Background: an optimization exercise with open tools, aiming at small area, a short achievable clock period and few clock cycles per item. Do not read the settings as production practice. Only simulation tests tie the RTL to the original design; equivalence was not proved. Power and IR drop assume default switching activity.

$ cat design/flow/config.mk
export PLATFORM = sky130hd
export DESIGN_NAME = feistel_cbc
export DESIGN_NICKNAME = feistel_cbc
export VERILOG_FILES = /design/flow/design.v
export SDC_FILE = /design/flow/constraint.sdc
export NUM_CORES = 4
export LEC_CHECK = 0
export CAP_MARGIN = 5
export CORE_MARGIN = 2
export CORE_UTILIZATION = 40
export SETUP_SLACK_MARGIN = 4.0
export SLEW_MARGIN = 5
export SYNTH_HIERARCHICAL = 1
export SYNTH_MINIMUM_KEEP_SIZE = 0
$ cat design/flow/constraint.sdc
create_clock -name core_clock -period 7.0 [get_ports {clk}]
set_input_delay 1.4000 -clock core_clock [delete_from_list [all_inputs] [get_ports {clk}]]
set_output_delay 1.4000 -clock core_clock [all_outputs]
set_load 0.01 [all_outputs]
$ cat design/flow/design.v
module feistel_cbc (
    input              clk,
    input              rst,
    input              start,
    input      [3:0]   op,
    input      [2:0]   kidx,
    input      [255:0] din,
    output             ready,
    output reg         done,
    output reg         err,
    output     [63:0]  blk,
    output     [63:0]  chain
);
    localparam OP_KEYLD   = 4'd0;
    localparam OP_BLKLD   = 4'd1;
    localparam OP_CHAINLD = 4'd2;
    localparam OP_BENC    = 4'd3;
    localparam OP_BDEC    = 4'd4;
    localparam OP_CBCENC  = 4'd5;
    localparam OP_CBCDEC  = 4'd6;
    localparam OP_FROUND  = 4'd7;
    localparam OP_FSWAP   = 4'd8;
    reg        idle;      
    reg        fr_q;      
    reg        dec_q;     
    reg        cenc_q;    
    reg        cdec_q;    
    reg [4:0]  rnd;       
    reg [31:0] key [0:7];
    reg [31:0] ka;        
    reg [63:0] blk_q;
    reg [63:0] chain_q;
    reg [63:0] save;      
    wire busy = ~idle;
    assign ready = idle;
    assign blk   = blk_q;
    assign chain = chain_q;
    wire is_dec  = (op == OP_BDEC) || (op == OP_CBCDEC);
    wire spec    = (op == OP_BENC) || is_dec;      
    wire acc_op  = ~rst & idle & start;
    wire op_kld  = acc_op & (op == OP_KEYLD);
    wire op_bld  = acc_op & (op == OP_BLKLD);
    wire op_cld  = acc_op & (op == OP_CHAINLD);
    wire op_spec = acc_op & spec;
    wire op_cenc = acc_op & (op == OP_CBCENC);
    wire op_swap = acc_op & (op == OP_FSWAP);
    wire [4:0] rnd_i  = rnd + 5'd1;
    wire       rev_i  = dec_q ? (rnd_i >= 5'd8) : (rnd_i >= 5'd24);
    wire [2:0] sel_b  = fr_q ? (rnd[3] ? 3'd0 : rnd[2:0]) : (rnd_i[2:0] ^ {3{rev_i}});
    wire [31:0] k_b   = key[sel_b];
    wire        last   = (rnd == 5'd31);
    wire        fin    = busy & ~fr_q & last;         
    wire        fr_go  = busy & fr_q & rnd[3];        
    wire [31:0] l_in   = blk_q[63:32] ^ (chain_q[63:32] & {32{fin & cdec_q}});
    wire [31:0] f_r;                                  
    feistel_f rf (.l(l_in), .r(blk_q[31:0]), .k(ka), .o(f_r));
    wire        rnd_go = op_spec | (busy & ~fr_q & ~last) | fr_go;
    wire        bsel_lo = ~rst & rnd_go;
    wire        bsel_hi = ~rst & fin;
    reg  [31:0] blo_o, bhi_o;
    always @* begin
        blo_o = blk_q[31:0];
        bhi_o = blk_q[63:32];
        if (rst) begin
            blo_o = 32'd0;
            bhi_o = 32'd0;
        end else if (op_bld) begin
            blo_o = din[31:0];
            bhi_o = din[63:32];
        end else if (op_cenc) begin
            blo_o = blk_q[31:0]  ^ chain_q[31:0];
            bhi_o = blk_q[63:32] ^ chain_q[63:32];
        end else if (op_swap) begin
            blo_o = blk_q[63:32];
            bhi_o = blk_q[31:0];
        end else if (fin) begin
            blo_o = blk_q[31:0] ^ (chain_q[31:0] & {32{cdec_q}});
        end else if (rnd_go) begin
            bhi_o = blk_q[31:0];
        end
    end
    wire        csel_hi = ~rst & fin & cenc_q;
    reg  [31:0] clo_o, chi_o;
    always @* begin
        clo_o = chain_q[31:0];
        chi_o = chain_q[63:32];
        if (rst) begin
            clo_o = 32'd0;
            chi_o = 32'd0;
        end else if (op_cld) begin
            clo_o = din[31:0];
            chi_o = din[63:32];
        end else if (fin && cenc_q) begin
            clo_o = blk_q[31:0];
        end else if (fin && cdec_q) begin
            clo_o = save[31:0];
            chi_o = save[63:32];
        end
    end
    wire [31:0] blo_n, bhi_n, chi_n;
    rnd_pick pb_lo (.sel(bsel_lo), .a(f_r), .b(blo_o), .y(blo_n));
    rnd_pick pb_hi (.sel(bsel_hi), .a(f_r), .b(bhi_o), .y(bhi_n));
    rnd_pick pc_hi (.sel(csel_hi), .a(f_r), .b(chi_o), .y(chi_n));
    integer j;
    always @(posedge clk) begin
        blk_q   <= {bhi_n, blo_n};
        chain_q <= {chi_n, clo_o};
        if (op_spec)
            save <= blk_q;
        if (rst)
            ka <= 32'd0;
        else if (busy)
            ka <= k_b;
        else if (op_kld)
            ka <= din[255:224];       
        else if (op_spec)
            ka <= key[1];
        else
            ka <= key[0];
        if (rst) begin
            idle <= 1'b1;
            done <= 1'b0;
            err  <= 1'b0;
            for (j = 0; j < 8; j = j + 1)
                key[j] <= 32'd0;
        end else if (idle) begin
            done <= 1'b0;
            if (start) begin
                err    <= 1'b0;
                fr_q   <= (op == OP_FROUND);
                dec_q  <= is_dec;
                cenc_q <= (op == OP_CBCENC);
                cdec_q <= (op == OP_CBCDEC);
                rnd    <= (op == OP_FROUND) ? {2'b00, kidx} : {4'd0, spec};
                case (op)
                    OP_KEYLD: begin
                        for (j = 0; j < 8; j = j + 1)
                            key[j] <= din[255 - 32*j -: 32];
                        done <= 1'b1;
                    end
                    OP_BLKLD, OP_CHAINLD, OP_FSWAP:
                        done <= 1'b1;
                    OP_BENC, OP_BDEC, OP_CBCENC, OP_CBCDEC, OP_FROUND:
                        idle <= 1'b0;
                    default: begin
                        err  <= 1'b1;
                        done <= 1'b1;
                    end
                endcase
            end
        end else if (fr_q) begin
            rnd[3] <= 1'b1;
            if (rnd[3]) begin
                idle <= 1'b1;
                done <= 1'b1;
            end
        end else begin
            rnd <= rnd_i;
            if (last) begin
                idle <= 1'b1;
                done <= 1'b1;
            end
        end
    end
endmodule
module feistel_f (
    input  [31:0] l,
    input  [31:0] r,
    input  [31:0] k,
    output [31:0] o
);
    wire [31:0] s, u0, u1, u;
    wire [7:0]  g, p, c;
    f_nib_add a0 (.r(r[3:0]), .k(k[3:0]), .s(s[3:0]), .g(g[0]), .p(p[0]));
    f_sbox #(.ROW(64'hC462A5B9E8D703F1)) b0 (.v(s[3:0]), .o0(u0[3:0]), .o1(u1[3:0]));
    f_nib_add a1 (.r(r[7:4]), .k(k[7:4]), .s(s[7:4]), .g(g[1]), .p(p[1]));
    f_sbox #(.ROW(64'h68239A5C1E47BD0F)) b1 (.v(s[7:4]), .o0(u0[7:4]), .o1(u1[7:4]));
    f_nib_add a2 (.r(r[11:8]), .k(k[11:8]), .s(s[11:8]), .g(g[2]), .p(p[2]));
    f_sbox #(.ROW(64'hB3582FADE174C960)) b2 (.v(s[11:8]), .o0(u0[11:8]), .o1(u1[11:8]));
    f_nib_add a3 (.r(r[15:12]), .k(k[15:12]), .s(s[15:12]), .g(g[3]), .p(p[3]));
    f_sbox #(.ROW(64'hC821D4F670A53E9B)) b3 (.v(s[15:12]), .o0(u0[15:12]), .o1(u1[15:12]));
    f_nib_add a4 (.r(r[19:16]), .k(k[19:16]), .s(s[19:16]), .g(g[4]), .p(p[4]));
    f_sbox #(.ROW(64'h7F5A816D093EB42C)) b4 (.v(s[19:16]), .o0(u0[19:16]), .o1(u1[19:16]));
    f_nib_add a5 (.r(r[23:20]), .k(k[23:20]), .s(s[23:20]), .g(g[5]), .p(p[5]));
    f_sbox #(.ROW(64'h5DF692CAB78143E0)) b5 (.v(s[23:20]), .o0(u0[23:20]), .o1(u1[23:20]));
    f_nib_add a6 (.r(r[27:24]), .k(k[27:24]), .s(s[27:24]), .g(g[6]), .p(p[6]));
    f_sbox #(.ROW(64'h8E25691CF4B0DA37)) b6 (.v(s[27:24]), .o0(u0[27:24]), .o1(u1[27:24]));
    f_nib_add a7 (.r(r[31:28]), .k(k[31:28]), .s(s[31:28]), .g(g[7]), .p(p[7]));
    f_sbox #(.ROW(64'h17ED05834FA69CB2)) b7 (.v(s[31:28]), .o0(u0[31:28]), .o1(u1[31:28]));
    f_carry cy (.g(g), .p(p), .c(c));
    genvar i;
    generate
        for (i = 0; i < 8; i = i + 1) begin : pick
            assign u[4*i +: 4] = c[i] ? u1[4*i +: 4] : u0[4*i +: 4];
        end
    endgenerate
    assign o = l ^ {u[20:0], u[31:21]};    
endmodule
module f_nib_add (
    input  [3:0] r,
    input  [3:0] k,
    output [3:0] s,
    output       g,
    output       p
);
    wire [3:0] pp = r ^ k;
    wire [3:0] gg = r & k;
    wire c1 = gg[0];
    wire c2 = gg[1] | pp[1] & gg[0];
    wire c3 = gg[2] | pp[2] & gg[1] | pp[2] & pp[1] & gg[0];
    assign g = gg[3] | pp[3] & gg[2] | pp[3] & pp[2] & gg[1] | pp[3] & pp[2] & pp[1] & gg[0];
    assign p = &pp;
    assign s = pp ^ {c3, c2, c1, 1'b0};
endmodule
module f_carry (
    input  [7:0] g,
    input  [7:0] p,
    output [7:0] c
);
    wire g30 = g[3] | p[3] & g[2] | p[3] & p[2] & g[1] | p[3] & p[2] & p[1] & g[0];
    assign c[0] = 1'b0;
    assign c[1] = g[0];
    assign c[2] = g[1] | p[1] & g[0];
    assign c[3] = g[2] | p[2] & g[1] | p[2] & p[1] & g[0];
    assign c[4] = g30;
    assign c[5] = g[4] | p[4] & g30;
    assign c[6] = g[5] | p[5] & g[4] | p[5] & p[4] & g30;
    assign c[7] = g[6] | p[6] & g[5] | p[6] & p[5] & g[4] | p[6] & p[5] & p[4] & g30;
endmodule
module f_sbox #(
    parameter [63:0] ROW = 64'h0
) (
    input      [3:0] v,
    output reg [3:0] o0,
    output reg [3:0] o1
);
    always @* begin
        case (v)
            4'd0: begin o0 = ROW[63:60]; o1 = ROW[59:56]; end
            4'd1: begin o0 = ROW[59:56]; o1 = ROW[55:52]; end
            4'd2: begin o0 = ROW[55:52]; o1 = ROW[51:48]; end
            4'd3: begin o0 = ROW[51:48]; o1 = ROW[47:44]; end
            4'd4: begin o0 = ROW[47:44]; o1 = ROW[43:40]; end
            4'd5: begin o0 = ROW[43:40]; o1 = ROW[39:36]; end
            4'd6: begin o0 = ROW[39:36]; o1 = ROW[35:32]; end
            4'd7: begin o0 = ROW[35:32]; o1 = ROW[31:28]; end
            4'd8: begin o0 = ROW[31:28]; o1 = ROW[27:24]; end
            4'd9: begin o0 = ROW[27:24]; o1 = ROW[23:20]; end
            4'd10: begin o0 = ROW[23:20]; o1 = ROW[19:16]; end
            4'd11: begin o0 = ROW[19:16]; o1 = ROW[15:12]; end
            4'd12: begin o0 = ROW[15:12]; o1 = ROW[11:8]; end
            4'd13: begin o0 = ROW[11:8]; o1 = ROW[7:4]; end
            4'd14: begin o0 = ROW[7:4]; o1 = ROW[3:0]; end
            4'd15: begin o0 = ROW[3:0]; o1 = ROW[63:60]; end
            default: begin o0 = 4'd0; o1 = 4'd0; end
        endcase
    end
endmodule
module rnd_pick (
    input         sel,
    input  [31:0] a,
    input  [31:0] b,
    output [31:0] y
);
    assign y = sel ? a : b;
endmodule
$ cat design/flow/flow/run.sh
#!/bin/bash
# Standard ORFS layout with two changes: synthesis leaves out Yosys's
# full/half-adder extraction (ADDER_MAP_FILE empty), so ABC maps the adders
# with the rest of the logic; and the port buffers are the smallest buffer
# (sky130_fd_sc_hd__buf_1) instead of the cell buffer_ports picks by itself.
set -euo pipefail
cd "$(dirname "$0")/.."
bash standard.sh 'ADDER_MAP_FILE=' 'BUFFER_PORTS_ARGS=-buffer_cell sky130_fd_sc_hd__buf_1' finish > make_finish.log 2>&1
$ cat design/flow/standard.sh
#!/bin/bash
# synth_recipe.tcl (not shown) runs the flow's synth.tcl, then flattens the netlist and writes it again
# the make line also repeats each setting of config.mk as NAME=value (left out here)
make -C /OpenROAD-flow-scripts/flow DESIGN_CONFIG=/design/flow/config.mk WORK_HOME=/design/flow/orfs CLKGATE_MAP_FILE= SYNTH_SCRIPT=/design/flow/synth_recipe.tcl "${@:-finish}"
==> flow_results.xml, run 1 <==
<?xml version="1.0" encoding="UTF-8"?>
<metrics>
  <group name="run_status">
    <metric name="run_status" unit="">finished clean</metric>
  </group>
  <group name="clock_network">
    <metric name="tritoncts_clock_tree" unit="">done</metric>
    <metric name="ctsLongestPathBuffers" unit="">3</metric>
    <metric name="cts.sink_count" unit="">492</metric>
    <metric name="worst_skew_pair.late_latency" unit="ns">0.64</metric>
    <metric name="cts-hold-fix-buffers" unit="">0</metric>
    <metric name="cts.reportedPaths.clkPinSlew" unit="ns">0.06</metric>
    <metric name="numCtsBuffers" unit="">55</metric>
    <metric name="ctsRootBufferMaster" unit="">clkbuf_16</metric>
    <metric name="cts_max_level" unit="">2</metric>
  </group>
  <group name="die">
    <metric name="io_pins" unit="">397</metric>
    <metric name="placementRows" unit="">95</metric>
    <metric name="die_area" unit="mm^2">0.0695</metric>
    <metric name="die_height" unit="um">264</metric>
    <metric name="initial_utilization" unit="">0.403</metric>
    <metric name="die_w" unit="um">264</metric>
    <metric name="core" unit="mm^2">0.0669</metric>
  </group>
  <group name="global_routing">
    <metric name="grt_overflow_total" unit="">0</metric>
    <metric name="grt_antenna_before_repair" unit="">18</metric>
    <metric name="grt_pass1_vias" unit="">23300</metric>
    <metric name="maximum_number_of_pins_on_one_net_before_global_route_repair" unit="">153</metric>
    <metric name="track_usage" unit="">0.290</metric>
    <metric name="grt_pass1_wl" unit="um">154000</metric>
  </group>
  <group name="cells_and_area">
    <metric name="finish.cell_count_without_fillers" unit="">3972</metric>
    <metric name="postLayoutCoreUtil" unit="">0.482</metric>
    <metric name="final_area" unit="mm^2">0.0322</metric>
    <metric name="layout-drive-gt1-share" unit="">0.171</metric>
    <metric name="syn2layout_area_growth" unit="%">19.6</metric>
    <metric name="nNetsFinal" unit="">3306</metric>
  </group>
  <group name="sta">
    <metric name="setup_tns" unit="ns">0</metric>
    <metric name="clock-skew-final" unit="ns">0.0341</metric>
    <metric name="period_share" unit="">0.435</metric>
    <metric name="setup_violators_final" unit="">0</metric>
    <metric name="final.min_clock_period" unit="ns">3.05</metric>
    <metric name="timing.max_slew.rel_slack" unit="">0.237</metric>
    <metric name="final_max_slew_viol_count" unit="">0</metric>
    <metric name="rsz_0062_raised_after_global_routing" unit="">yes</metric>
    <metric name="hold_vio_cnt_final" unit="">0</metric>
    <metric name="worst_slew_pin_slew" unit="ns">1.14</metric>
    <metric name="fmax" unit="MHz">328</metric>
    <metric name="hold-worst-slack" unit="ns">0.468</metric>
  </group>
  <group name="routing">
    <metric name="num_vias" unit="">24800</metric>
    <metric name="route.detailed.vias_per_inst" unit="">6.25</metric>
    <metric name="number_of_drc_violations_after_detailed_routing_iteration_0" unit="">2946</metric>
    <metric name="detailed_routing_iteration_count_for_the_pre_antenna_repair_pass" unit="">6</metric>
    <metric name="finalWirelength" unit="um">108000</metric>
    <metric name="antenna_left" unit="">0</metric>
    <metric name="drc" unit="">0</metric>
    <metric name="wl_per_cell" unit="um">27.1</metric>
  </group>
  <group name="worst_setup_path">
    <metric name="cp.arrival" unit="ns">3.63</metric>
    <metric name="crit_path_end_kind" unit="">flop</metric>
    <metric name="critical_path_buf_inv_count" unit="">3</metric>
    <metric name="cpLargestDelayFamily" unit="">compound AO/OA/AOI/OAI gates</metric>
    <metric name="path_max_fanout" unit="">57</metric>
    <metric name="worst-setup-path-type" unit="">input pin to flop</metric>
    <metric name="cp_cell_sequence" unit="">clkbuf_4 &gt; buf_8 &gt; buf_12 &gt; a31oi_4 &gt; o221ai_1 &gt; a21oi_1 &gt; a21o_1 &gt; mux2_4</metric>
    <metric name="timing.critical_path.from_type" unit="">input pin</metric>
    <metric name="critical_path_top_delay_cell" unit="">a31oi_4</metric>
    <metric name="cp_data_required_time" unit="ns">7.59</metric>
    <metric name="cp_slowest_stage_delay" unit="ns">0.63</metric>
  </group>
  <group name="place">
    <metric name="place_area" unit="mm^2">0.0285</metric>
    <metric name="port_buffers" unit="">396</metric>
    <metric name="inst_count_dp" unit="">3779</metric>
    <metric name="place.gp.congestion" unit="">0.899</metric>
    <metric name="post-dp-hpwl" unit="um">69900</metric>
  </group>
  <group name="power">
    <metric name="power.static_leakage" unit="nW">11.7</metric>
    <metric name="powerDensity" unit="mW/mm^2">238</metric>
    <metric name="max-vdd-ir-drop" unit="mV">0.151</metric>
  </group>
  <group name="logic_synthesis">
    <metric name="netlist_instances" unit="">2731</metric>
    <metric name="postSynthNetCount" unit="">2997</metric>
    <metric name="synth-warning-count" unit="">16</metric>
    <metric name="synth.avg_cell_area" unit="um^2">9.87</metric>
    <metric name="syn-cell-area" unit="mm^2">0.0270</metric>
  </group>
  <group name="flow_run">
    <metric name="timing.max_cap.violations" unit="">0</metric>
  </group>
  <group name="min_path">
    <metric name="hold_path_class" unit="">flop to flop</metric>
  </group>
</metrics>
## power by group
group          internal (W)  total [W]  switching (W)
logic              0.000576    0.00142       0.000840
registers           0.00295    0.00310       0.000153
clock network       0.00185    0.00316        0.00131
## sequential cells by signal, indices dropped and copies added, names as in the netlist, 5 cells and up
signal / cells
key: 256
blk_q: 64
chain_q: 64
save: 64
ka: 32
rnd: 5
## final cells by class
class | count | area [um^2]
Sequential cell | 492 | 10600
Clock buffer | 73 | 1560
Timing Repair Buffer | 502 | 2570
Clock inverter | 31 | 408
Tap cell | 873 | 1090
Fill cell | 6156 | 34700
Multi-Input combinational cell | 1968 | 15900
Antenna cell | 12 | 30.0
Inverter | 21 | 85.1
## worst register-to-register path, delay by kind of cell (launching register included)
| family | cells | cell delay [ns] |
|---|---|---|
| AOI/OAI and AO/OA | 4 | 0.98 |
| and+or+nand+nor | 2 | 0.86 |
| DFF | 1 | 0.51 |
| buffers and inverters | 2 | 0.50 |
## metrics by stage
step	worst slack (ns)	power [W]
floorplan	3.53	0.00397
global placement	2.28	0.00433
detailed placement	2.16	0.00437
CTS	3.96	0.00761
global route	3.95	0.00789
finish	3.95	0.00768
## per-layer routing
metal  vias up  share of wire  global-route usage
li1      10900              -                   -
met1     12300           0.43               0.409
met2      1382           0.44               0.438
met3       216          0.090              0.0531
met4         8          0.037               0.113
met5         -        0.00053                   0
## path summary, 6_finish.rpt
kind	from	slack [ns]	cells past startpoint	to
worst max-delay path	rst	3.95	8	blk_q[3]
worst min register to register	err	0.47	2	err
worst min-delay path	err	0.47	2	err
worst max register to register	rnd[3]	3.98	8	ka[9]
## layout by cell type, fill, tap and decap left out, types with 33 or more instances in the layout
| cell type | n |
|---|---|
| dfxtp_1 | 395 |
| buf_1 | 391 |
| nand2_1 | 313 |
| a22o_1 | 257 |
| mux2i_1 | 139 |
| a21oi_1 | 98 |
| mux2_4 | 91 |
| nor2_1 | 87 |
| xnor2_1 | 86 |
| buf_4 | 78 |
| xor2_1 | 73 |
| edfxtp_1 | 73 |
| clkbuf_16 | 59 |
| o211ai_1 | 58 |
| o221ai_1 | 55 |
| a221oi_1 | 55 |
| a211oi_1 | 50 |
| o21ai_0 | 46 |
| mux2_2 | 45 |
| a31oi_1 | 42 |
| a22oi_1 | 37 |
| o21a_1 | 35 |
| a21o_1 | 34 |
| nand2b_1 | 33 |
## repair_timing
action / CTS / global route
cloned: 8 / 5
setup endpoints to repair: 458 / 398
pin swaps: 14 / 22
buffers inserted: 29 / 35
resized for setup: 149 / 60
Testbench counts, summed over its fixed seeds: cycles 12,832, blocks 384.
==> run 2, diff against run 1 <==
==> design/flow/config.mk (replaced) <==
export PLATFORM = sky130hd
export DESIGN_NAME = feistel_cbc
export DESIGN_NICKNAME = feistel_cbc
export VERILOG_FILES = /design/flow/design.v
export SDC_FILE = /design/flow/constraint.sdc
export NUM_CORES = 4
export LEC_CHECK = 0
export CAP_MARGIN = 20
export CORE_MARGIN = 2
export CORE_UTILIZATION = 60
export SETUP_SLACK_MARGIN = 4.0
export SLEW_MARGIN = 20
export SYNTH_HIERARCHICAL = 1
export SYNTH_MINIMUM_KEEP_SIZE = 0
==> run 2 against run 1 <==
Effect of this change: sequential share of layout area is 0.55 points higher; still clean; maximum frequency is 0.35% higher; global-route usage is 10 points higher; die area is 33% lower; critical endpoint is now ka[10]; synthesized cell count stayed put; worst setup slack better by 0.011 ns; non-clock buffer count is 2 lower; combinational power is 4% lower; critical path depth is 1 lower; largest power group is now registers.
==> flow_results.xml, run 2 <==
<?xml version="1.0" encoding="UTF-8"?>
<metrics>
  <group name="run_status">
    <metric name="run_status" unit="">finished clean</metric>
  </group>
  <group name="logic_synthesis">
    <metric name="synth-warning-count" unit="">16</metric>
    <metric name="netlist_instances" unit="">2731</metric>
    <metric name="synth.avg_cell_area" unit="um^2">9.87</metric>
    <metric name="syn-cell-area" unit="mm^2">0.0270</metric>
    <metric name="postSynthNetCount" unit="">2997</metric>
  </group>
  <group name="sta">
    <metric name="setup_tns" unit="ns">0</metric>
    <metric name="period_share" unit="">0.434</metric>
    <metric name="final_max_slew_viol_count" unit="">0</metric>
    <metric name="worst_slew_pin_slew" unit="ns">0.800</metric>
    <metric name="final_worst_setup_slack" unit="ns">3.97</metric>
    <metric name="setup_violators_final" unit="">0</metric>
    <metric name="rsz_0062_raised_after_global_routing" unit="">yes</metric>
    <metric name="final.min_clock_period" unit="ns">3.03</metric>
    <metric name="clock-skew-final" unit="ns">0.0335</metric>
    <metric name="timing.max_slew.rel_slack" unit="">0.463</metric>
    <metric name="fmax" unit="MHz">330</metric>
    <metric name="hold_vio_cnt_final" unit="">0</metric>
  </group>
  <group name="worst_setup_path">
    <metric name="timing.critical_path.from_type" unit="">input pin</metric>
    <metric name="path_max_fanout" unit="">157</metric>
    <metric name="cp_data_required_time" unit="ns">7.44</metric>
    <metric name="worst-r2r-cell-count" unit="">10</metric>
    <metric name="worst-setup-path-type" unit="">input pin to flop</metric>
    <metric name="cp.arrival" unit="ns">3.48</metric>
    <metric name="crit_path_end_kind" unit="">flop</metric>
  </group>
  <group name="place">
    <metric name="placement.setup.worst_slack" unit="ns">1.79</metric>
    <metric name="place.gp.congestion" unit="">0.955</metric>
    <metric name="port_buffers" unit="">396</metric>
    <metric name="post-dp-hpwl" unit="um">62000</metric>
  </group>
  <group name="global_routing">
    <metric name="maximum_number_of_pins_on_one_net_before_global_route_repair" unit="">257</metric>
    <metric name="grt_pass1_vias" unit="">22600</metric>
    <metric name="track_usage" unit="">0.392</metric>
    <metric name="grt_pass1_wl" unit="um">141000</metric>
    <metric name="grt_overflow_total" unit="">0</metric>
    <metric name="grt_antenna_before_repair" unit="">10</metric>
  </group>
  <group name="power">
    <metric name="totalPowerFinal" unit="W">0.00745</metric>
    <metric name="max-vdd-ir-drop" unit="mV">0.238</metric>
    <metric name="power.static_leakage" unit="nW">11.6</metric>
    <metric name="powerDensity" unit="mW/mm^2">235</metric>
  </group>
  <group name="clock_network">
    <metric name="cts.sink_count" unit="">492</metric>
    <metric name="cts.reportedPaths.clkPinSlew" unit="ns">0.06</metric>
    <metric name="ctsLongestPathBuffers" unit="">3</metric>
    <metric name="cts-hold-fix-buffers" unit="">0</metric>
    <metric name="numCtsBuffers" unit="">52</metric>
    <metric name="tritoncts_clock_tree" unit="">done</metric>
    <metric name="cts_max_level" unit="">2</metric>
    <metric name="worst_skew_pair.late_latency" unit="ns">0.64</metric>
    <metric name="ctsRootBufferMaster" unit="">clkbuf_16</metric>
  </group>
  <group name="routing">
    <metric name="number_of_drc_violations_after_detailed_routing_iteration_0" unit="">3371</metric>
    <metric name="drc" unit="">0</metric>
    <metric name="route.detailed.vias_per_inst" unit="">6.79</metric>
    <metric name="detailed_routing_iteration_count_for_the_pre_antenna_repair_pass" unit="">8</metric>
    <metric name="wl_per_cell" unit="um">27.1</metric>
    <metric name="num_vias" unit="">25000</metric>
    <metric name="finalWirelength" unit="um">99500</metric>
    <metric name="antenna_left" unit="">0</metric>
  </group>
  <group name="cells_and_area">
    <metric name="syn2layout_area_growth" unit="%">17.5</metric>
    <metric name="nNetsFinal" unit="">3296</metric>
    <metric name="max_flop_register" unit="">key</metric>
    <metric name="fillCellCount" unit="">3388</metric>
    <metric name="mostFrequentLayoutCell" unit="">dfxtp_1</metric>
    <metric name="layout-drive-gt1-share" unit="">0.162</metric>
    <metric name="layout_common_cells" unit="">dfxtp_1, buf_1, nand2_1, a22o_1, mux2i_1</metric>
    <metric name="largest_reg_flops" unit="">256</metric>
  </group>
  <group name="min_path">
    <metric name="hold_path_class" unit="">flop to flop</metric>
    <metric name="min_delay_path_depth" unit="">1</metric>
  </group>
  <group name="die">
    <metric name="placementRows" unit="">77</metric>
    <metric name="die_height" unit="um">216</metric>
    <metric name="core" unit="mm^2">0.0443</metric>
    <metric name="die_area" unit="mm^2">0.0466</metric>
    <metric name="io_pins" unit="">397</metric>
    <metric name="initial_utilization" unit="">0.608</metric>
    <metric name="die_w" unit="um">216</metric>
  </group>
  <group name="flow_run">
    <metric name="timing.max_cap.violations" unit="">0</metric>
  </group>
</metrics>
run 2: where the power goes:
part / switching (W) / internal (W)
sequential: 0.000157 / 0.00295
combinational: 0.000811 / 0.000564
clock: 0.00123 / 0.00174
run 2: worst paths after layout:
kind | from | end | slack [ns]
hold reg to reg | key[3][14] | key[3][14] | 0.48
hold / removal | key[3][14] | key[3][14] | 0.48
setup reg to reg | blk_q[4] | chain_q[34] | 3.98
setup / recovery | op[0] | ka[10] | 3.97
run 2: metal layers:
metal / GRT usage / up-vias / part of all wire
met3: 0.0865 / 271 / 0.12
li1: - / 10900 / -
met4: 0.164 / 2 / 0.039
met1: 0.550 / 12200 / 0.40
met5: 0 / - / 0.00013
met2: 0.582 / 1602 / 0.44
run 2: area by class of cell:
class	count	area, um^2	area share
Timing Repair Buffer	500	2690	0.0848
Clock buffer	74	1530	0.0482
Inverter	21	85.1	0.00269
Tap cell	592	741	0.0234
Sequential cell	492	10600	0.335
Multi-Input combinational cell	1963	15700	0.496
Antenna cell	10	25.0	0.000790
Clock inverter	23	285	0.00900
run 2: through the flow:
step,util,hold WS (ns),area (um^2),cells
after floorplan,-,0.443,27100,2731
after detailed placement,0.635,0.463,28100,3494
after global routing,0.715,0.493,31700,3674
final,0.715,0.476,31700,3675
after global placement,0.635,0.458,28100,3493
after CTS,0.696,0.479,30900,3617
run 2: worst max-delay path, cell delays in order:
cell and delay [ns]:
buf_2 0.21, or3_1 0.46, nor3_4 0.37, buf_16 0.44
nand2b_1 0.14, a21oi_1 0.16, a311oi_1 0.11
run 2: repair_timing:
action	in CTS	in global routing
resized for setup	123	64
pin swaps	12	18
setup endpoints to repair	449	344
setup buffers	22	39
gates cloned	4	8
==> run 3, diff against run 2 <==
--- a/design/flow/config.mk
+++ b/design/flow/config.mk
@@ -7,7 +7,9 @@
 export LEC_CHECK = 0
 export CAP_MARGIN = 20
 export CORE_MARGIN = 2
-export CORE_UTILIZATION = 60
+export CORE_UTILIZATION = 40
+export CTS_CLUSTER_DIAMETER = 60
+export CTS_CLUSTER_SIZE = 28
 export SETUP_SLACK_MARGIN = 4.0
 export SLEW_MARGIN = 20
 export SYNTH_HIERARCHICAL = 1
==> run 3 against run 2 <==
Effect of this change: still clean; critical endpoint is now blk_q[10]; non-clock buffer count grew 16; register-to-register slack lost 0.02 ns; highest routed layer unchanged; synthesized area is the same; worst hold slack gained 0.0011 ns; clock power shrank 13%; wire length grew 7.7%; cell area grew 0.81%.
==> flow_results.xml, run 3 <==
<?xml version="1.0" encoding="UTF-8"?>
<metrics>
  <group name="run_status">
    <metric name="run_status" unit="">finished clean</metric>
  </group>
  <group name="worst_setup_path">
    <metric name="cp.arrival" unit="ns">3.57</metric>
    <metric name="rrSetupSlack" unit="ns">3.96</metric>
    <metric name="timing.critical_path.from_type" unit="">flop</metric>
    <metric name="crit_path_end_kind" unit="">flop</metric>
    <metric name="path_max_fanout" unit="">11</metric>
    <metric name="worst-setup-path-type" unit="">flop to flop</metric>
    <metric name="cp_data_required_time" unit="ns">7.53</metric>
  </group>
  <group name="global_routing">
    <metric name="grt_pass1_vias" unit="">23000</metric>
    <metric name="grt_overflow_total" unit="">0</metric>
    <metric name="maximum_number_of_pins_on_one_net_before_global_route_repair" unit="">153</metric>
    <metric name="track_usage" unit="">0.290</metric>
    <metric name="grt_antenna_before_repair" unit="">19</metric>
    <metric name="grt_pass1_wl" unit="um">153000</metric>
  </group>
  <group name="cells_and_area">
    <metric name="syn2layout_area_growth" unit="%">18.5</metric>
    <metric name="area_of_the_multi_input_gates" unit="mm^2">0.0159</metric>
    <metric name="register_area" unit="mm^2">0.0106</metric>
    <metric name="nNetsFinal" unit="">3307</metric>
    <metric name="max_flop_register" unit="">key</metric>
    <metric name="mostFrequentLayoutCell" unit="">dfxtp_1</metric>
    <metric name="layout_common_cells" unit="">dfxtp_1, buf_1, nand2_1, a22o_1, mux2i_1</metric>
    <metric name="largest_reg_flops" unit="">256</metric>
    <metric name="layout-drive-gt1-share" unit="">0.169</metric>
    <metric name="fillCellCount" unit="">6193</metric>
  </group>
  <group name="sta">
    <metric name="rsz_0062_raised_after_global_routing" unit="">yes</metric>
    <metric name="setup_violators_final" unit="">0</metric>
    <metric name="hold_vio_cnt_final" unit="">0</metric>
    <metric name="timing.max_slew.rel_slack" unit="">0.272</metric>
    <metric name="final_max_slew_viol_count" unit="">0</metric>
    <metric name="fmax" unit="MHz">329</metric>
    <metric name="period_share" unit="">0.434</metric>
    <metric name="final.min_clock_period" unit="ns">3.04</metric>
    <metric name="clock-skew-final" unit="ns">0.0651</metric>
    <metric name="worst_slew_pin_slew" unit="ns">1.09</metric>
    <metric name="hold-worst-slack" unit="ns">0.477</metric>
    <metric name="setup_tns" unit="ns">0</metric>
  </group>
  <group name="clock_network">
    <metric name="tritoncts_clock_tree" unit="">done</metric>
    <metric name="worst_skew_pair.late_latency" unit="ns">0.63</metric>
    <metric name="cts.reportedPaths.clkPinSlew" unit="ns">0.10</metric>
    <metric name="ctsLongestPathBuffers" unit="">3</metric>
    <metric name="numCtsBuffers" unit="">42</metric>
    <metric name="cts.sink_count" unit="">492</metric>
    <metric name="cts_max_level" unit="">2</metric>
    <metric name="ctsRootBufferMaster" unit="">clkbuf_16</metric>
  </group>
  <group name="logic_synthesis">
    <metric name="postSynthNetCount" unit="">2997</metric>
    <metric name="syn-cell-area" unit="mm^2">0.0270</metric>
    <metric name="synth.avg_cell_area" unit="um^2">9.87</metric>
    <metric name="netlist_instances" unit="">2731</metric>
    <metric name="synth-warning-count" unit="">16</metric>
  </group>
  <group name="power">
    <metric name="powerDensity" unit="mW/mm^2">222</metric>
    <metric name="power.static_leakage" unit="nW">11.6</metric>
    <metric name="totalPowerFinal" unit="W">0.00710</metric>
    <metric name="max-vdd-ir-drop" unit="mV">0.171</metric>
  </group>
  <group name="routing">
    <metric name="wl_per_cell" unit="um">27.1</metric>
    <metric name="route.detailed.vias_per_inst" unit="">6.24</metric>
    <metric name="detailed_routing_iteration_count_for_the_pre_antenna_repair_pass" unit="">6</metric>
    <metric name="antenna_left" unit="">0</metric>
    <metric name="number_of_drc_violations_after_detailed_routing_iteration_0" unit="">2640</metric>
    <metric name="finalWirelength" unit="um">107000</metric>
    <metric name="num_vias" unit="">24700</metric>
    <metric name="drc" unit="">0</metric>
  </group>
  <group name="place">
    <metric name="port_buffers" unit="">396</metric>
    <metric name="place.gp.congestion" unit="">0.899</metric>
    <metric name="post-dp-hpwl" unit="um">69900</metric>
  </group>
  <group name="die">
    <metric name="die_area" unit="mm^2">0.0695</metric>
    <metric name="io_pins" unit="">397</metric>
    <metric name="die_height" unit="um">264</metric>
    <metric name="core" unit="mm^2">0.0669</metric>
    <metric name="die_w" unit="um">264</metric>
    <metric name="initial_utilization" unit="">0.403</metric>
    <metric name="placementRows" unit="">95</metric>
  </group>
  <group name="min_path">
    <metric name="hold_path_class" unit="">flop to flop</metric>
  </group>
  <group name="flow_run">
    <metric name="timing.max_cap.violations" unit="">0</metric>
  </group>
</metrics>
run 3: worst paths after layout:
check / start / cells after the start / to
worst max-delay path: blk_q[1] / 11 / blk_q[10]
worst min-delay path: err / 2 / err
worst max register to register: blk_q[1] / 11 / blk_q[10]
worst min register to register: err / 2 / err
run 3: repair_timing:
item                       in CTS  in global routing
setup endpoints to repair     458                151
gates cloned                   10                  4
hold buffers                    0                  0
pin swaps                      16                 21
buffers inserted               28                 48
gates resized for setup       152                 46
run 3: area by class of cell:
type / count / area share
Multi-Input combinational cell: 1968 / 0.497
Sequential cell: 492 / 0.332
Timing Repair Buffer: 516 / 0.0864
Clock buffer: 49 / 0.0347
Tap cell: 873 / 0.0342
Clock inverter: 29 / 0.0116
Inverter: 21 / 0.00266
Antenna cell: 11 / 0.000862
run 3: where the power goes:
group,leakage [nW],internal [W],switching [W],total [W]
Combinational,6.75,0.000584,0.000841,0.00143
Clock,0.711,0.00129,0.00129,0.00258
Sequential,4.09,0.00295,0.000152,0.00310
Total,11.6,0.00482,0.00228,0.00710
run 3: critical path: stages, from the launching register on:
cell and delay [ns]:
dfxtp_4 0.40, a222oi_1 0.39, nor3_2 0.12, maj3_2 0.38, a21o_4 0.27, nand4_1 0.15, nand3_4 0.14, a31o_4 0.34
buf_6 0.14, mux2i_4 0.18, xnor2_2 0.17, mux2_4 0.26
run 3: per-stage QoR:
step	util	cell area (um^2)	std cells	setup WS, ns
after global routing	0.477	31900	3959	3.94
after CTS	0.466	31200	3896	3.95
after detailed placement	0.427	28600	3780	2.09
final	0.477	31900	3959	3.96
after global placement	0.426	28500	3779	2.28
after floorplan	-	27100	2731	3.53
run 3: layer usage:
metal  GRT usage  wire length (um)  vias up
li1            -                 -    10900
met1       0.400             45300    12200
met2       0.436             47200     1334
met3      0.0644             10300      236
met4       0.123              4260        8
met5           0                49        -
==> run 4, diff against run 3 <==
--- a/design/flow/config.mk
+++ b/design/flow/config.mk
@@ -8,8 +8,7 @@
 export CAP_MARGIN = 20
 export CORE_MARGIN = 2
 export CORE_UTILIZATION = 40
-export CTS_CLUSTER_DIAMETER = 60
-export CTS_CLUSTER_SIZE = 28
+export GPL_ROUTABILITY_DRIVEN = 0
 export SETUP_SLACK_MARGIN = 4.0
 export SLEW_MARGIN = 20
 export SYNTH_HIERARCHICAL = 1
==> run 4 against run 3 <==
Effect of this change: cell count up 0.18%; non-clock buffer count shrank 11; sequential share of layout area shrank 0.28 points; via count is 0.52% higher.
==> flow_results.xml, run 4 <==
<?xml version="1.0" encoding="UTF-8"?>
<metrics>
  <group name="place">
    <metric name="port_buffers" unit="">396</metric>
    <metric name="post-dp-hpwl" unit="um">69700</metric>
    <metric name="inst_count_dp" unit="">3775</metric>
  </group>
  <group name="clock_network">
    <metric name="ctsRootBufferMaster" unit="">clkbuf_16</metric>
    <metric name="cts.reportedPaths.clkPinSlew" unit="ns">0.06</metric>
    <metric name="numCtsBuffers" unit="">53</metric>
    <metric name="worst_skew_pair.late_latency" unit="ns">0.62</metric>
    <metric name="cts_max_level" unit="">2</metric>
    <metric name="tritoncts_clock_tree" unit="">done</metric>
    <metric name="ctsLongestPathBuffers" unit="">3</metric>
    <metric name="cts.sink_count" unit="">492</metric>
  </group>
  <group name="global_routing">
    <metric name="track_usage" unit="">0.288</metric>
    <metric name="maximum_number_of_pins_on_one_net_before_global_route_repair" unit="">257</metric>
    <metric name="grt_pass1_vias" unit="">23200</metric>
    <metric name="grt_pass1_wl" unit="um">153000</metric>
    <metric name="grt_antenna_before_repair" unit="">19</metric>
    <metric name="grt_overflow_total" unit="">0</metric>
  </group>
  <group name="worst_setup_path">
    <metric name="worst-setup-path-type" unit="">flop to flop</metric>
    <metric name="crit_path_end_kind" unit="">flop</metric>
    <metric name="cp_data_required_time" unit="ns">7.50</metric>
    <metric name="path_max_fanout" unit="">10</metric>
    <metric name="timing.critical_path.from_type" unit="">flop</metric>
    <metric name="cp.arrival" unit="ns">3.53</metric>
    <metric name="r2r_start" unit="">blk_q[4]</metric>
    <metric name="crit_path_start" unit="">blk_q[4]</metric>
  </group>
  <group name="power">
    <metric name="power.static_leakage" unit="nW">11.7</metric>
    <metric name="max-vdd-ir-drop" unit="mV">0.158</metric>
    <metric name="powerDensity" unit="mW/mm^2">238</metric>
  </group>
  <group name="min_path">
    <metric name="hold_path_class" unit="">flop to flop</metric>
    <metric name="min_from" unit="">key[3][31]</metric>
  </group>
  <group name="cells_and_area">
    <metric name="finish.cell_count_without_fillers" unit="">3966</metric>
    <metric name="syn2layout_area_growth" unit="%">19.4</metric>
    <metric name="postLayoutCoreUtil" unit="">0.481</metric>
    <metric name="layout_common_cells" unit="">dfxtp_1, buf_1, nand2_1, a22o_1, mux2i_1</metric>
    <metric name="max_flop_register" unit="">key</metric>
    <metric name="mostFrequentLayoutCell" unit="">dfxtp_1</metric>
    <metric name="largest_reg_flops" unit="">256</metric>
    <metric name="nNetsFinal" unit="">3302</metric>
    <metric name="layout-drive-gt1-share" unit="">0.166</metric>
  </group>
  <group name="sta">
    <metric name="worst_slew_pin_slew" unit="ns">1.01</metric>
    <metric name="clock-skew-final" unit="ns">0.0258</metric>
    <metric name="fmax" unit="MHz">330</metric>
    <metric name="final_max_slew_viol_count" unit="">0</metric>
    <metric name="hold_vio_cnt_final" unit="">0</metric>
    <metric name="rsz_0062_raised_after_global_routing" unit="">yes</metric>
    <metric name="setup_violators_final" unit="">0</metric>
    <metric name="setup_tns" unit="ns">0</metric>
    <metric name="final.min_clock_period" unit="ns">3.03</metric>
    <metric name="period_share" unit="">0.433</metric>
    <metric name="timing.max_slew.rel_slack" unit="">0.324</metric>
  </group>
  <group name="logic_synthesis">
    <metric name="synth-warning-count" unit="">16</metric>
    <metric name="postSynthNetCount" unit="">2997</metric>
    <metric name="syn-cell-area" unit="mm^2">0.0270</metric>
    <metric name="netlist_instances" unit="">2731</metric>
    <metric name="synth.avg_cell_area" unit="um^2">9.87</metric>
  </group>
  <group name="routing">
    <metric name="finalWirelength" unit="um">108000</metric>
    <metric name="number_of_drc_violations_after_detailed_routing_iteration_0" unit="">2780</metric>
    <metric name="num_vias" unit="">24800</metric>
    <metric name="drc" unit="">0</metric>
    <metric name="antenna_left" unit="">0</metric>
    <metric name="route.detailed.vias_per_inst" unit="">6.26</metric>
    <metric name="wl_per_cell" unit="um">27.3</metric>
    <metric name="detailed_routing_iteration_count_for_the_pre_antenna_repair_pass" unit="">8</metric>
  </group>
  <group name="die">
    <metric name="die_height" unit="um">264</metric>
    <metric name="die_area" unit="mm^2">0.0695</metric>
    <metric name="initial_utilization" unit="">0.403</metric>
    <metric name="placementRows" unit="">95</metric>
    <metric name="die_w" unit="um">264</metric>
    <metric name="io_pins" unit="">397</metric>
    <metric name="core" unit="mm^2">0.0669</metric>
  </group>
  <group name="flow_run">
    <metric name="timing.max_cap.violations" unit="">0</metric>
  </group>
  <group name="run_status">
    <metric name="run_status" unit="">finished clean</metric>
  </group>
</metrics>
-- run 4: final cells by class --
| type | instances | area [um^2] |
|---|---|---|
| Antenna cell | 14 | 35.0 |
| Clock buffer | 68 | 1450 |
| Clock inverter | 30 | 447 |
| Fill cell | 6213 | 34700 |
| Inverter | 21 | 85.1 |
| Multi-Input combinational cell | 1963 | 15800 |
| Sequential cell | 492 | 10600 |
| Tap cell | 873 | 1090 |
| Timing Repair Buffer | 505 | 2700 |
-- run 4: worst paths after layout --
kind / end / slack [ns] / cells past startpoint
worst max register to register: blk_q[39] / 3.97 / 10
worst min register to register: key[3][31] / 0.48 / 1
worst min-delay path: key[3][31] / 0.48 / 1
worst max-delay path: blk_q[39] / 3.97 / 10
-- run 4: power breakdown --
group          internal (W)  leakage (nW)  switching (W)
clock               0.00184         0.925        0.00127
sequential          0.00295          4.09       0.000151
combinational      0.000580          6.70       0.000860
total               0.00538          11.7        0.00228
-- run 4: through the flow --
stage / area [um^2] / hold WS (ns) / setup slack (ns) / power [W]
2_1_floorplan: 27100 / 0.443 / 3.53 / 0.00397
3_3_place_gp: 28500 / 0.441 / 2.25 / 0.00433
3_5_place_dp: 28500 / 0.451 / 2.10 / 0.00437
4_1_cts: 31300 / 0.468 / 3.91 / 0.00756
5_1_grt: 32200 / 0.490 / 3.94 / 0.00788
6_report: 32200 / 0.479 / 3.97 / 0.00765
-- run 4: metal layers --
metal,track usage,vias up,share of wire
li1,-,10900,-
met5,0,-,0.00042
met4,0.118,6,0.045
met2,0.436,1384,0.43
met3,0.0702,262,0.10
met1,0.392,12200,0.42
-- run 4: critical path, stage by stage (launching register included) --
cell      delay [ns]
dfxtp_2         0.43
a222oi_1        0.44
nor3_2          0.10
maj3_2          0.33
a21o_4          0.22
nand4_1         0.14
nand3_4         0.16
a31o_4          0.36
mux2i_4         0.32
xnor2_2         0.13
mux2_4          0.26
-- run 4: timing repair --
action / 4_1_cts / 5_1_grt
setup endpoints to repair: 418 / 218
hold buffers: 0 / 0
hold endpoints to repair: 0 / 0
gates cloned: 3 / 7
resized for setup: 128 / 58
pin swaps: 13 / 24
setup buffers: 27 / 41
==> run 5, diff against run 4 <==
--- a/design/flow/config.mk
+++ b/design/flow/config.mk
@@ -8,7 +8,6 @@
 export CAP_MARGIN = 20
 export CORE_MARGIN = 2
 export CORE_UTILIZATION = 40
-export GPL_ROUTABILITY_DRIVEN = 0
 export SETUP_SLACK_MARGIN = 4.0
 export SLEW_MARGIN = 20
 export SYNTH_HIERARCHICAL = 1
==> run 5 against run 4 <==
Effect of this change: highest routed layer unchanged; maximum frequency increased by 0.89%; register-to-register slack improved by 0.03 ns; still clean on timing, DRC and antenna; critical path type unchanged; flip-flop and latch count unchanged; clock power increased by 2%; die area unchanged; critical path depth decreased by 1; largest power group unchanged.
==> flow_results.xml, run 5 <==
<?xml version="1.0" encoding="UTF-8"?>
<metrics>
  <group name="run_status">
    <metric name="run_status" unit="">finished clean</metric>
  </group>
  <group name="power">
    <metric name="net-switching-power" unit="W">0.00230</metric>
    <metric name="p_int" unit="W">0.00537</metric>
    <metric name="clockPowerShare" unit="">0.412</metric>
    <metric name="sw_frac_of_total" unit="">0.300</metric>
    <metric name="max-vdd-ir-drop" unit="mV">0.171</metric>
    <metric name="powerDensity" unit="mW/mm^2">238</metric>
    <metric name="power.static_leakage" unit="nW">11.7</metric>
    <metric name="share_seq_of_total_power" unit="">0.405</metric>
    <metric name="pwr-share-comb" unit="">0.183</metric>
  </group>
  <group name="cells_and_area">
    <metric name="layout-drive-gt1-share" unit="">0.170</metric>
    <metric name="syn2layout_area_growth" unit="%">19.5</metric>
    <metric name="postLayoutCoreUtil" unit="">0.481</metric>
    <metric name="layout_common_cells" unit="">dfxtp_1, buf_1, nand2_1, a22o_1, mux2i_1</metric>
    <metric name="mostFrequentLayoutCell" unit="">dfxtp_1</metric>
    <metric name="max_flop_register" unit="">key</metric>
    <metric name="largest_reg_flops" unit="">256</metric>
    <metric name="nNetsFinal" unit="">3307</metric>
  </group>
  <group name="global_routing">
    <metric name="maximum_number_of_pins_on_one_net_before_global_route_repair" unit="">153</metric>
    <metric name="grt_pass1_vias" unit="">23100</metric>
    <metric name="track_usage" unit="">0.289</metric>
    <metric name="grt_overflow_total" unit="">0</metric>
    <metric name="grt_antenna_before_repair" unit="">21</metric>
    <metric name="grt_pass1_wl" unit="um">153000</metric>
  </group>
  <group name="routing">
    <metric name="num_vias" unit="">24700</metric>
    <metric name="number_of_drc_violations_after_detailed_routing_iteration_0" unit="">2770</metric>
    <metric name="antenna_left" unit="">0</metric>
    <metric name="drc" unit="">0</metric>
    <metric name="finalWirelength" unit="um">107000</metric>
    <metric name="route.detailed.vias_per_inst" unit="">6.20</metric>
    <metric name="wl_per_cell" unit="um">26.8</metric>
    <metric name="detailed_routing_iteration_count_for_the_pre_antenna_repair_pass" unit="">6</metric>
  </group>
  <group name="sta">
    <metric name="fmax" unit="MHz">333</metric>
    <metric name="period_share" unit="">0.429</metric>
    <metric name="setup_tns" unit="ns">0</metric>
    <metric name="timing.max_slew.rel_slack" unit="">0.267</metric>
    <metric name="final_max_slew_viol_count" unit="">0</metric>
    <metric name="final.min_clock_period" unit="ns">3.00</metric>
    <metric name="worst_slew_pin_slew" unit="ns">1.10</metric>
    <metric name="rsz_0062_raised_after_global_routing" unit="">yes</metric>
    <metric name="clock-skew-final" unit="ns">0.0525</metric>
    <metric name="hold_vio_cnt_final" unit="">0</metric>
    <metric name="setup_violators_final" unit="">0</metric>
  </group>
  <group name="die">
    <metric name="die_w" unit="um">264</metric>
    <metric name="io_pins" unit="">397</metric>
    <metric name="core" unit="mm^2">0.0669</metric>
    <metric name="die_height" unit="um">264</metric>
    <metric name="initial_utilization" unit="">0.403</metric>
    <metric name="placementRows" unit="">95</metric>
    <metric name="die_area" unit="mm^2">0.0695</metric>
  </group>
  <group name="logic_synthesis">
    <metric name="synth.avg_cell_area" unit="um^2">9.87</metric>
    <metric name="syn-cell-area" unit="mm^2">0.0270</metric>
    <metric name="synth-warning-count" unit="">16</metric>
    <metric name="postSynthNetCount" unit="">2997</metric>
    <metric name="netlist_instances" unit="">2731</metric>
  </group>
  <group name="clock_network">
    <metric name="ctsRootBufferMaster" unit="">clkbuf_16</metric>
    <metric name="worst_skew_pair.late_latency" unit="ns">0.65</metric>
    <metric name="cts.sink_count" unit="">492</metric>
    <metric name="cts-hold-fix-buffers" unit="">0</metric>
    <metric name="ctsLongestPathBuffers" unit="">3</metric>
    <metric name="tritoncts_clock_tree" unit="">done</metric>
    <metric name="cts_max_level" unit="">2</metric>
    <metric name="numCtsBuffers" unit="">55</metric>
    <metric name="cts.reportedPaths.clkPinSlew" unit="ns">0.07</metric>
  </group>
  <group name="flow_run">
    <metric name="timing.max_cap.violations" unit="">0</metric>
  </group>
  <group name="min_path">
    <metric name="hold_path_class" unit="">flop to flop</metric>
    <metric name="min_delay_path_depth" unit="">2</metric>
    <metric name="worstHoldEndpoint" unit="">err</metric>
    <metric name="min_from" unit="">err</metric>
  </group>
  <group name="place">
    <metric name="port_buffers" unit="">396</metric>
    <metric name="place.gp.congestion" unit="">0.899</metric>
    <metric name="post-dp-hpwl" unit="um">69900</metric>
  </group>
  <group name="worst_setup_path">
    <metric name="worstReg2RegEnd" unit="">blk_q[60]</metric>
    <metric name="cp.arrival" unit="ns">3.49</metric>
    <metric name="rrSetupSlack" unit="ns">4.00</metric>
    <metric name="worst-r2r-cell-count" unit="">9</metric>
    <metric name="path_max_fanout" unit="">6</metric>
    <metric name="cp_data_required_time" unit="ns">7.49</metric>
    <metric name="r2r_start" unit="">blk_q[0]</metric>
    <metric name="worst-setup-path-type" unit="">flop to flop</metric>
    <metric name="crit_path_end_kind" unit="">flop</metric>
    <metric name="timing.critical_path.from_type" unit="">flop</metric>
  </group>
</metrics>
==> run 5: routing by layer <==
layer | up-vias | GRT usage | routed length (um)
li1 | 11000 | - | -
met1 | 12200 | 0.400 | 45500
met2 | 1277 | 0.432 | 46600
met3 | 234 | 0.0601 | 10200
met4 | 4 | 0.125 | 4320
met5 | - | 0 | 24
==> run 5: layout make-up <==
type                       count  area (um^2)
antenna                       17         42.5
clock buffer                  76         1610
clock inverter                28          368
fill                        6203        34700
inverter                      21         85.1
multi-input combinational   1966        15800
sequential                   492        10600
tap                          873         1090
timing repair buffer         505         2590
==> run 5: through the flow <==
step,total power (W),hold slack (ns),instances,setup WS (ns),cell area [um^2]
6_report,0.00766,0.476,3978,4.00,32200
2_1_floorplan,0.00397,0.443,2731,3.53,27100
3_3_place_gp,0.00433,0.448,3779,2.28,28500
4_1_cts,0.00761,0.467,3918,3.94,31600
3_5_place_dp,0.00437,0.456,3780,2.09,28600
5_1_grt,0.00789,0.488,3972,3.96,32200
==> run 5: critical path, stage by stage, from the launching register on <==
cell and delay (ns):
dfxtp_4 0.38, a222oi_1 0.40, nor3_2 0.12, maj3_2 0.38, a21o_4 0.28, a21o_2 0.29, a21o_4 0.29, mux2i_4 0.21
xnor2_1 0.21, mux2_4 0.28
==> run 5: what timing repair did <==
item                       CTS  global route
resized for setup          157            32
cloned                       6             4
setup buffers               28            39
setup endpoints to repair  450           124
pin swaps                   12            25
==> run 5: power by group through the flow <==
stage	clock network, W	registers, W	logic (W)
floorplan	0	0.00312	0.000854
global placement	0	0.00315	0.00118
detailed placement	0	0.00316	0.00121
CTS	0.00319	0.00310	0.00132
global route	0.00330	0.00311	0.00148
finish	0.00316	0.00310	0.00140
==> run 5: worst max-delay path by stage <==
| stage | start | end | slack (ns) |
|---|---|---|---|
| after CTS | rst | blk_q[3] | 3.94 |
| after global placement | rst | blk_q[32] | 2.28 |
| final | blk_q[0] | blk_q[60] | 4.00 |
| after detailed placement | rst | blk_q[50] | 2.09 |
| after floorplan | rst | blk_q[0] | 3.53 |
| after global routing | blk_q[0] | blk_q[7] | 3.96 |
==> run 6, diff against run 5 <==
--- a/design/flow/config.mk
+++ b/design/flow/config.mk
@@ -8,7 +8,9 @@
 export CAP_MARGIN = 20
 export CORE_MARGIN = 2
 export CORE_UTILIZATION = 40
-export SETUP_SLACK_MARGIN = 4.0
+export CTS_CLUSTER_DIAMETER = 60
+export CTS_CLUSTER_SIZE = 28
+export SETUP_SLACK_MARGIN = 4.1
 export SLEW_MARGIN = 20
 export SYNTH_HIERARCHICAL = 1
 export SYNTH_MINIMUM_KEEP_SIZE = 0
==> run 6 against run 5 <==
Effect of this change: still clean on timing, DRC and antenna; cell count up 0.50%; worst hold slack worse by 0.0049 ns; combinational power increased by 6%; non-clock buffer count rose by 50; clock power is 13% lower; sequential power barely moved; core utilization rose by 0.62 points; critical endpoint is now ka[25]; largest power group is now registers.
==> flow_results.xml, run 6 <==
<?xml version="1.0" encoding="UTF-8"?>
<metrics>
  <group name="cells_and_area">
    <metric name="mostFrequentLayoutCell" unit="">dfxtp_1</metric>
    <metric name="layout-drive-gt1-share" unit="">0.187</metric>
    <metric name="fillCellCount" unit="">6163</metric>
    <metric name="max_flop_register" unit="">key</metric>
    <metric name="postLayoutCoreUtil" unit="">0.488</metric>
    <metric name="area_of_the_multi_input_gates" unit="mm^2">0.0159</metric>
    <metric name="largest_reg_flops" unit="">256</metric>
    <metric name="register_area" unit="mm^2">0.0106</metric>
    <metric name="layout_common_cells" unit="">dfxtp_1, buf_1, nand2_1, a22o_1, mux2i_1</metric>
    <metric name="syn2layout_area_growth" unit="%">21.1</metric>
    <metric name="nNetsFinal" unit="">3345</metric>
  </group>
  <group name="worst_setup_path">
    <metric name="path_max_fanout" unit="">97</metric>
    <metric name="cp_data_required_time" unit="ns">7.44</metric>
    <metric name="crit_path_start" unit="">op[0]</metric>
    <metric name="crit_path_end_kind" unit="">flop</metric>
    <metric name="cp_cell_sequence" unit="">buf_4 &gt; or3_1 &gt; nor3_4 &gt; buf_12 &gt; nand2b_1 &gt; a21oi_1 &gt; a311oi_2</metric>
    <metric name="setup.worst_path.end" unit="">ka[25]</metric>
    <metric name="r2r_start" unit="">blk_q[25]</metric>
    <metric name="rrSetupSlack" unit="ns">4.13</metric>
    <metric name="critical_path_top_delay_cell" unit="">or3_1</metric>
    <metric name="worst-setup-path-type" unit="">input pin to flop</metric>
    <metric name="worst-r2r-cell-count" unit="">10</metric>
    <metric name="cp_slowest_stage_delay" unit="ns">0.43</metric>
    <metric name="worstReg2RegEnd" unit="">blk_q[35]</metric>
    <metric name="timing.critical_path.from_type" unit="">input pin</metric>
    <metric name="cp.arrival" unit="ns">3.36</metric>
  </group>
  <group name="sta">
    <metric name="hold_vio_cnt_final" unit="">0</metric>
    <metric name="final.min_clock_period" unit="ns">2.93</metric>
    <metric name="setup_tns" unit="ns">0</metric>
    <metric name="setup_violators_final" unit="">0</metric>
    <metric name="period_share" unit="">0.418</metric>
    <metric name="final_max_slew_viol_count" unit="">0</metric>
    <metric name="clock-skew-final" unit="ns">0.0592</metric>
    <metric name="timing.max_slew.rel_slack" unit="">0.262</metric>
    <metric name="fmax" unit="MHz">342</metric>
    <metric name="rsz_0062_raised_after_global_routing" unit="">yes</metric>
    <metric name="worst_slew_pin_slew" unit="ns">1.10</metric>
  </group>
  <group name="global_routing">
    <metric name="grt_pass1_wl" unit="um">155000</metric>
    <metric name="track_usage" unit="">0.293</metric>
    <metric name="grt_pass1_vias" unit="">22800</metric>
    <metric name="grt_overflow_total" unit="">0</metric>
    <metric name="maximum_number_of_pins_on_one_net_before_global_route_repair" unit="">257</metric>
    <metric name="grt_antenna_before_repair" unit="">19</metric>
  </group>
  <group name="routing">
    <metric name="route.detailed.vias_per_inst" unit="">6.22</metric>
    <metric name="wl_per_cell" unit="um">27.4</metric>
    <metric name="antenna_left" unit="">0</metric>
    <metric name="finalWirelength" unit="um">110000</metric>
    <metric name="number_of_drc_violations_after_detailed_routing_iteration_0" unit="">2592</metric>
    <metric name="drc" unit="">0</metric>
    <metric name="num_vias" unit="">24900</metric>
    <metric name="detailed_routing_iteration_count_for_the_pre_antenna_repair_pass" unit="">8</metric>
  </group>
  <group name="power">
    <metric name="powerDensity" unit="mW/mm^2">225</metric>
    <metric name="net-switching-power" unit="W">0.00238</metric>
    <metric name="totalPowerFinal" unit="W">0.00735</metric>
    <metric name="power.static_leakage" unit="nW">11.9</metric>
    <metric name="pwr-share-comb" unit="">0.203</metric>
    <metric name="share_seq_of_total_power" unit="">0.422</metric>
    <metric name="max-vdd-ir-drop" unit="mV">0.212</metric>
    <metric name="clockPowerShare" unit="">0.375</metric>
    <metric name="sw_frac_of_total" unit="">0.325</metric>
    <metric name="p_int" unit="W">0.00496</metric>
  </group>
  <group name="die">
    <metric name="die_height" unit="um">264</metric>
    <metric name="placementRows" unit="">95</metric>
    <metric name="core" unit="mm^2">0.0669</metric>
    <metric name="initial_utilization" unit="">0.403</metric>
    <metric name="io_pins" unit="">397</metric>
    <metric name="die_w" unit="um">264</metric>
    <metric name="die_area" unit="mm^2">0.0695</metric>
  </group>
  <group name="place">
    <metric name="post-dp-hpwl" unit="um">69300</metric>
    <metric name="place.gp.congestion" unit="">0.895</metric>
    <metric name="port_buffers" unit="">396</metric>
  </group>
  <group name="clock_network">
    <metric name="ctsLongestPathBuffers" unit="">3</metric>
    <metric name="tritoncts_clock_tree" unit="">done</metric>
    <metric name="cts.reportedPaths.clkPinSlew" unit="ns">0.09</metric>
    <metric name="ctsRootBufferMaster" unit="">clkbuf_16</metric>
    <metric name="worst_skew_pair.late_latency" unit="ns">0.64</metric>
    <metric name="cts.sink_count" unit="">492</metric>
    <metric name="cts_max_level" unit="">2</metric>
    <metric name="numCtsBuffers" unit="">44</metric>
    <metric name="cts-hold-fix-buffers" unit="">0</metric>
  </group>
  <group name="logic_synthesis">
    <metric name="synth-warning-count" unit="">16</metric>
    <metric name="synth.avg_cell_area" unit="um^2">9.87</metric>
    <metric name="syn-cell-area" unit="mm^2">0.0270</metric>
    <metric name="netlist_instances" unit="">2731</metric>
    <metric name="postSynthNetCount" unit="">2997</metric>
  </group>
  <group name="min_path">
    <metric name="hold_path_class" unit="">flop to flop</metric>
  </group>
  <group name="run_status">
    <metric name="run_status" unit="">finished clean</metric>
  </group>
  <group name="flow_run">
    <metric name="timing.max_cap.violations" unit="">0</metric>
  </group>
</metrics>
## run 6: layout make-up
cell class                 count  share of cell area
multi-input combinational   1965               0.488
sequential                   492               0.325
timing repair buffer         555              0.0999
clock buffer                  47              0.0344
tap                          873              0.0335
clock inverter                35              0.0152
inverter                      21             0.00261
antenna                       10            0.000767
## run 6: through the flow
step	std cells	area (um^2)	setup slack, ns	hold slack (ns)
6_report	3998	32600	4.07	0.471
5_1_grt	3996	32600	4.00	0.490
4_1_cts	3911	31500	4.02	0.471
3_5_place_dp	3774	28500	2.09	0.453
3_3_place_gp	3774	28500	2.23	0.448
2_1_floorplan	2731	27100	3.53	0.443
## run 6: power by group through the flow
stage,clock network (W),logic [W],registers [W]
floorplan,0,0.000854,0.00312
global placement,0,0.00116,0.00316
detailed placement,0,0.00120,0.00316
CTS,0.00280,0.00133,0.00310
global route,0.00289,0.00157,0.00311
finish,0.00275,0.00149,0.00310
## run 6: worst min-delay path by stage
stage / startpoint / end / slack [ns] / cells past startpoint
3_3_place_gp: err / err / 0.45 / 2
5_1_grt: err / err / 0.49 / 2
4_1_cts: err / err / 0.47 / 2
6_report: err / err / 0.47 / 2
3_5_place_dp: err / err / 0.45 / 2
2_1_floorplan: key[7][0] / key[7][0] / 0.44 / 1
## run 6: per-layer routing
layer,up-vias,GRT usage,part of all wire
li1,11000,-,-
met1,12200,0.407,0.42
met3,263,0.0625,0.099
met2,1366,0.447,0.44
met5,-,0,0.00071
met4,10,0.110,0.043
## run 6: repair_timing
action / 4_1_cts / 5_1_grt
pin swaps: 16 / 36
resized for setup: 162 / 69
buffers inserted: 43 / 70
endpoints found under the hold margin: 0 / 0
cloned: 12 / 6
endpoints found under the setup margin: 467 / 282
## run 6: critical path: cells and delay by family
family                 cells  cell delay [ns]
AOI/OAI and AO/OA          2             0.29
buffers and inverters      2             0.57
and+or+nand+nor            3             0.97

port drivers added, routing unchanged:
No port has a modelled driver above. Below, the same layouts with a new extraction and two added sets of constraints.
Step 1: set_driving_cell puts a clkbuf_16 on clk and a buf_2 on each other input, an assumption about the parent block.
Step 2 adds t to the input delays and takes it off the output delays; t is the mean of the earliest and latest rising clock arrival at the registers after step 1. Input paths then give back, and output paths get back, about the clock's delay inside the block.
Three values: ideal, step 1, step 2; two values: the first two.
| run | t, ns | slack for setup (ns) | hold slack, ns | worst setup path at the end | slew at the worst register clock pin (ns) |
|---|---|---|---|---|---|
| run 1 | 0.689 | 3.955 / 3.964 / 3.275 | 0.468 / 0.468 / 0.468 | input to register | 0.07 / 0.07 |
| run 2 | 0.684 | 3.965 / 3.869 / 3.185 | 0.476 / 0.476 / 0.476 | input to register | 0.07 / 0.07 |
| run 3 | 0.666 | 3.962 / 3.959 / 3.293 | 0.477 / 0.477 / 0.477 | input to register | 0.10 / 0.10 |
| run 4 | 0.677 | 3.972 / 3.964 / 3.287 | 0.479 / 0.479 / 0.479 | input to register | 0.07 / 0.07 |
| run 5 | 0.686 | 3.999 / 3.962 / 3.276 | 0.476 / 0.476 / 0.476 | input to register | 0.07 / 0.07 |
| run 6 | 0.676 | 4.075 / 4.043 / 3.367 | 0.471 / 0.471 / 0.471 | input to register | 0.10 / 0.10 |
After both steps setup and hold are still met in every run listed. For run 2, which loses most, drivers alone change the setup slack by -0.096 ns; drivers and shift together by -0.780 ns.
